From an optimization exercise on the open Yosys and OpenROAD flow, aimed at small area; shortcuts taken in it are not production practice. Function was checked by simulation only, so behaviour that the tests miss may differ from the original.

Setup of alpha:
==> flow/design.v (excerpt) <==
module nlp_softmax_core (
    input  wire        clk,
    input  wire        reset,
    input  wire        ma_in_valid,
    input  wire [9:0]  ma_in_addr,
    input  wire [63:0] ma_in_word,
    output wire        max_valid,
    output wire [9:0]  max_addr,
    output wire [15:0] max_data,
    output wire        vec_valid,
    output wire [9:0]  vec_addr,
    output wire [15:0] vec_out,
    output wire [31:0] acc_out,
    output wire [15:0] gmax_out,
    input  wire        rp_stall,
    output wire [3:0]  ks_out,
    output wire [15:0] thr_out,
    input  wire        div_in_valid,
    input  wire [15:0] div_lmax_in,
    input  wire [15:0] div_ky_in,
    output wire        div_out_valid,
    output wire [63:0] div_out_word
);
clock: 25.0 ns
lec_check: 0
abc_area: 1
cap_margin: 20
core_margin: 2
core_utilization: 55
cts_buf_list: sky130_fd_sc_hd__clkbuf_16
cts_cluster_diameter: 70
cts_cluster_size: 30
place_density: 0.68
slew_margin: 20
standard.sh (not shown) runs the stock make flow with config.mk's settings and CLKGATE_MAP_FILE= SYNTH_SCRIPT=/design/flow/synth_recipe.tcl, a recipe that flattens the netlist after the stock synthesis.
==> flow/flow/run.sh <==
#!/bin/bash
# Layout flow: the standard layout (standard.sh) with its synthesis's
# technology mapping changed (see synth_small.tcl) and the port buffers made
# of the smallest buffer cell. The standard synthesis is
# run as well, into orfs_ref/, and the registers of both netlists (names and
# cell types) are compared; if they differ the standard flow is used instead.
# Every tool's output goes to a log file in the work folder.
set -uo pipefail
W=$(pwd)
export SMALL_ABC_SCRIPT=$W/flow/abc_small.script

MAKELINE=$(grep '^make ' standard.sh)
REFLINE=${MAKELINE//WORK_HOME=$W\/orfs/WORK_HOME=$W\/orfs_ref}
MYLINE=${MAKELINE//SYNTH_SCRIPT=$W\/synth_recipe.tcl/SYNTH_SCRIPT=$W\/flow\/synth_small.tcl ADDER_MAP_FILE=$W\/flow\/adders_plain.v}
MYLINE=${MYLINE//\"\$\{@:-finish\}\"/}
# port buffers of the smallest buffer cell rather than the delay buffer
MYLINE="$MYLINE BUFFER_PORTS_ARGS='-buffer_cell sky130_fd_sc_hd__buf_1'"
# adders as yosys's plain carry chains, not mapped to Kogge-Stone carry
# lookahead before ABC (a non-empty SYNTH_OPERATIONS_ARGS replaces that map;
# -nofsm is already given to every synth call)
MYLINE="$MYLINE SYNTH_OPERATIONS_ARGS=-nofsm"
REFLINE=${REFLINE//\"\$\{@:-finish\}\"/}

regs() {
  # instance name and cell type (drive strength dropped) of every flip-flop
  awk '/^ *sky130_fd_sc_hd__(df|sdf|edf|dlx|dlr)/ {c=$1; sub(/_[0-9]+$/, "", c); print c, $2}' "$1" | sort
}

eval "$REFLINE synth" > $W/ref_synth.log 2>&1 &
REFPID=$!
eval "$MYLINE synth" > $W/small_synth.log 2>&1
MYRC=$?
wait $REFPID
REFRC=$?

R=orfs/results/${FLOW_PLATFORM}/nlp_softmax_core/base/1_2_yosys.v
RR=orfs_ref/results/${FLOW_PLATFORM}/nlp_softmax_core/base/1_2_yosys.v
OK=0
if [[ $MYRC -eq 0 && $REFRC -eq 0 && -f $R && -f $RR ]]; then
  regs $R > $W/regs_small.txt
  regs $RR > $W/regs_ref.txt
  if [[ -s $W/regs_ref.txt ]] && cmp -s $W/regs_small.txt $W/regs_ref.txt; then
    OK=1
  fi
fi
echo "small synthesis rc=$MYRC reference rc=$REFRC registers match=$OK" > $W/flow_choice.log

if [[ $OK -eq 1 ]]; then
  eval "$MYLINE finish" > $W/layout.log 2>&1
else
  rm -rf $W/orfs
  bash standard.sh synth > $W/std_synth.log 2>&1
  bash standard.sh finish > $W/layout.log 2>&1
fi
RES=orfs/results/${FLOW_PLATFORM}/nlp_softmax_core/base
if [[ -f $RES/6_final.odb ]]; then
  : # left out here: write the final layout as DEF
fi
==> flow/flow/synth_small.tcl <==
proc synth {args} { yosys synth -nofsm -noshare {*}$args }
# the adder step still runs its techmap and opt passes, but extracts nothing
proc extract_fa {args} {}
proc abc {args} {
  set i [lsearch -exact $args -script]
  if {$i >= 0} { lset args [expr {$i + 1}] $::env(SMALL_ABC_SCRIPT) }
  yosys abc {*}$args
}
source $::env(SCRIPTS_DIR)/synth.tcl
# left out here: clear keep_hierarchy, flatten, clean up, hide names made inside functions, write 1_2_yosys.v
Other scripts of this flow, unchanged in this note and not shown: flow/flow/abc_small.script, flow/flow/adders_plain.v
diff inputs: alpha => beta
# alpha
export LEC_CHECK = 0
export ABC_AREA = 1
export CAP_MARGIN = 20
export CORE_MARGIN = 2
export CORE_UTILIZATION = 55
export CTS_BUF_LIST = sky130_fd_sc_hd__clkbuf_16
export CTS_CLUSTER_DIAMETER = 70
export CTS_CLUSTER_SIZE = 30
export PLACE_DENSITY = 0.68
export SLEW_MARGIN = 20
create_clock -name core_clock -period 25.0 [get_ports {clk}]
# beta
export LEC_CHECK = 0
export ABC_AREA = 1
export CAP_MARGIN = 20
export CORE_MARGIN = 2
export CORE_UTILIZATION = 55
export CTS_BUF_LIST = sky130_fd_sc_hd__clkbuf_8
export CTS_CLUSTER_DIAMETER = 50
export CTS_CLUSTER_SIZE = 16
export PLACE_DENSITY = 0.68
export SLEW_MARGIN = 20
create_clock -name core_clock -period 25.0 [get_ports {clk}]
--- a/flow/flow/run.sh
+++ b/flow/flow/run.sh
@@ -17,6 +17,2 @@
 MYLINE="$MYLINE BUFFER_PORTS_ARGS='-buffer_cell sky130_fd_sc_hd__buf_1'"
-# adders as yosys's plain carry chains, not mapped to Kogge-Stone carry
-# lookahead before ABC (a non-empty SYNTH_OPERATIONS_ARGS replaces that map;
-# -nofsm is already given to every synth call)
-MYLINE="$MYLINE SYNTH_OPERATIONS_ARGS=-nofsm"
 REFLINE=${REFLINE//\"\$\{@:-finish\}\"/}
--- a/flow/flow/synth_small.tcl
+++ b/flow/flow/synth_small.tcl
@@ -1,4 +1,2 @@
 proc synth {args} { yosys synth -nofsm -noshare {*}$args }
-# the adder step still runs its techmap and opt passes, but extracts nothing
-proc extract_fa {args} {}
 proc abc {args} {
Looking at the reports, beta completed the entire flow and the layout it produced met the timing, DRC and antenna checks.
alpha: flow completed, timing, DRC and antenna clean
As far as count of input and output buffers goes, alpha and beta are indistinguishable; the numbers are identical.
alpha vs beta, slowest library cell on the worst path: a311oi_1 vs clkinv_1
beta vs. alpha: clock period minus worst slack shows a reduction of 1000 ps, count of different cell masters after synthesis shows an increase of 7.8%, routed metal-1 wirelength shows no meaningful change.
From alpha to beta the numbers moved as follows: via count of the first global-routing pass held steady.
Per the comparison of beta with alpha, number of antenna violations at the first check in global routing saw an increase, part of the cycle the worst path needs saw a decrease.
diff inputs: beta => gamma
--- a/flow/flow/run.sh
+++ b/flow/flow/run.sh
@@ -17,2 +17,6 @@
 MYLINE="$MYLINE BUFFER_PORTS_ARGS='-buffer_cell sky130_fd_sc_hd__buf_1'"
+# adders as yosys's plain carry chains, not mapped to Kogge-Stone carry
+# lookahead before ABC (a non-empty SYNTH_OPERATIONS_ARGS replaces that map;
+# -nofsm is already given to every synth call)
+MYLINE="$MYLINE SYNTH_OPERATIONS_ARGS=-nofsm"
 REFLINE=${REFLINE//\"\$\{@:-finish\}\"/}
--- a/flow/flow/synth_small.tcl
+++ b/flow/flow/synth_small.tcl
@@ -1,2 +1,4 @@
 proc synth {args} { yosys synth -nofsm -noshare {*}$args }
+# the adder step still runs its techmap and opt passes, but extracts nothing
+proc extract_fa {args} {}
 proc abc {args} {
--- outcome ---
- Changes observed in gamma relative to beta: final period demand of the worst path has increased.
- Routed wire length (lower): beta
- Count of distinct cell types in the synthesized netlist went down by a little under 10% going from beta to gamma.
- Relative to beta, the area of the die of gamma is lower by about 0.55%.
- Compared with beta, in gamma post-route clock period utilization went up by 3.7 points; average size of a mapped cell was more or less identical.
### gamma -> delta
# gamma
export LEC_CHECK = 0
export ABC_AREA = 1
export CAP_MARGIN = 20
export CORE_MARGIN = 2
export CORE_UTILIZATION = 55
export CTS_BUF_LIST = sky130_fd_sc_hd__clkbuf_8
export CTS_CLUSTER_DIAMETER = 50
export CTS_CLUSTER_SIZE = 16
export PLACE_DENSITY = 0.68
export SLEW_MARGIN = 20
create_clock -name core_clock -period 25.0 [get_ports {clk}]
# delta
export LEC_CHECK = 0
export ABC_AREA = 1
export CAP_MARGIN = 20
export CORE_MARGIN = 2
export CORE_UTILIZATION = 55
export CTS_BUF_LIST = sky130_fd_sc_hd__clkbuf_4
export PLACE_DENSITY = 0.68
export SLEW_MARGIN = 20
create_clock -name core_clock -period 25.0 [get_ports {clk}]
--- a/flow/flow/run.sh
+++ b/flow/flow/run.sh
@@ -17,6 +17,2 @@
 MYLINE="$MYLINE BUFFER_PORTS_ARGS='-buffer_cell sky130_fd_sc_hd__buf_1'"
-# adders as yosys's plain carry chains, not mapped to Kogge-Stone carry
-# lookahead before ABC (a non-empty SYNTH_OPERATIONS_ARGS replaces that map;
-# -nofsm is already given to every synth call)
-MYLINE="$MYLINE SYNTH_OPERATIONS_ARGS=-nofsm"
 REFLINE=${REFLINE//\"\$\{@:-finish\}\"/}
--- a/flow/flow/synth_small.tcl
+++ b/flow/flow/synth_small.tcl
@@ -1,4 +1,2 @@
 proc synth {args} { yosys synth -nofsm -noshare {*}$args }
-# the adder step still runs its techmap and opt passes, but extracts nothing
-proc extract_fa {args} {}
 proc abc {args} {
==> notes.md <==
Re final area: delta is 550 µm² up on gamma. Worst setup slack, delta and gamma: larger value in delta. In delta the met2 routing resource usage after global routing turned out 2.1 points lower than in gamma.

-- what the ideal ports hide --
No port has a modelled driver above. Below, the same layouts with a new extraction and two added sets of constraints.
Step 1: set_driving_cell puts a clkbuf_16 on clk and a buf_2 on each other input, an assumption about the parent block.
Step 2 adds t to the input delays and takes it off the output delays; t is the mean of the earliest and latest rising clock arrival at the registers after step 1. Input paths then give back, and output paths get back, about the clock's delay inside the block.
Three values: ideal, step 1, step 2; two values: the first two.
| run | t (ns) | setup slack, ns | latest minus earliest clock arrival (ns) | slew at the worst register clock pin (ns) |
|---|---|---|---|---|
| alpha | 0.661 | 4.973 / 5.003 / 4.342 | 0.037 / 0.038 | 0.11 / 0.11 |
| beta | 0.675 | 5.971 / 5.990 / 5.315 | 0.056 / 0.056 | 0.10 / 0.10 |
| gamma | 0.698 | 5.051 / 5.081 / 4.383 | 0.038 / 0.038 | 0.09 / 0.09 |
| delta | 0.877 | 6.094 / 6.118 / 5.240 | 0.094 / 0.095 | 0.08 / 0.08 |
After both steps every run listed still meets setup and hold. For delta, which loses most, drivers alone change the setup slack by +0.024 ns; drivers and shift together by -0.854 ns.
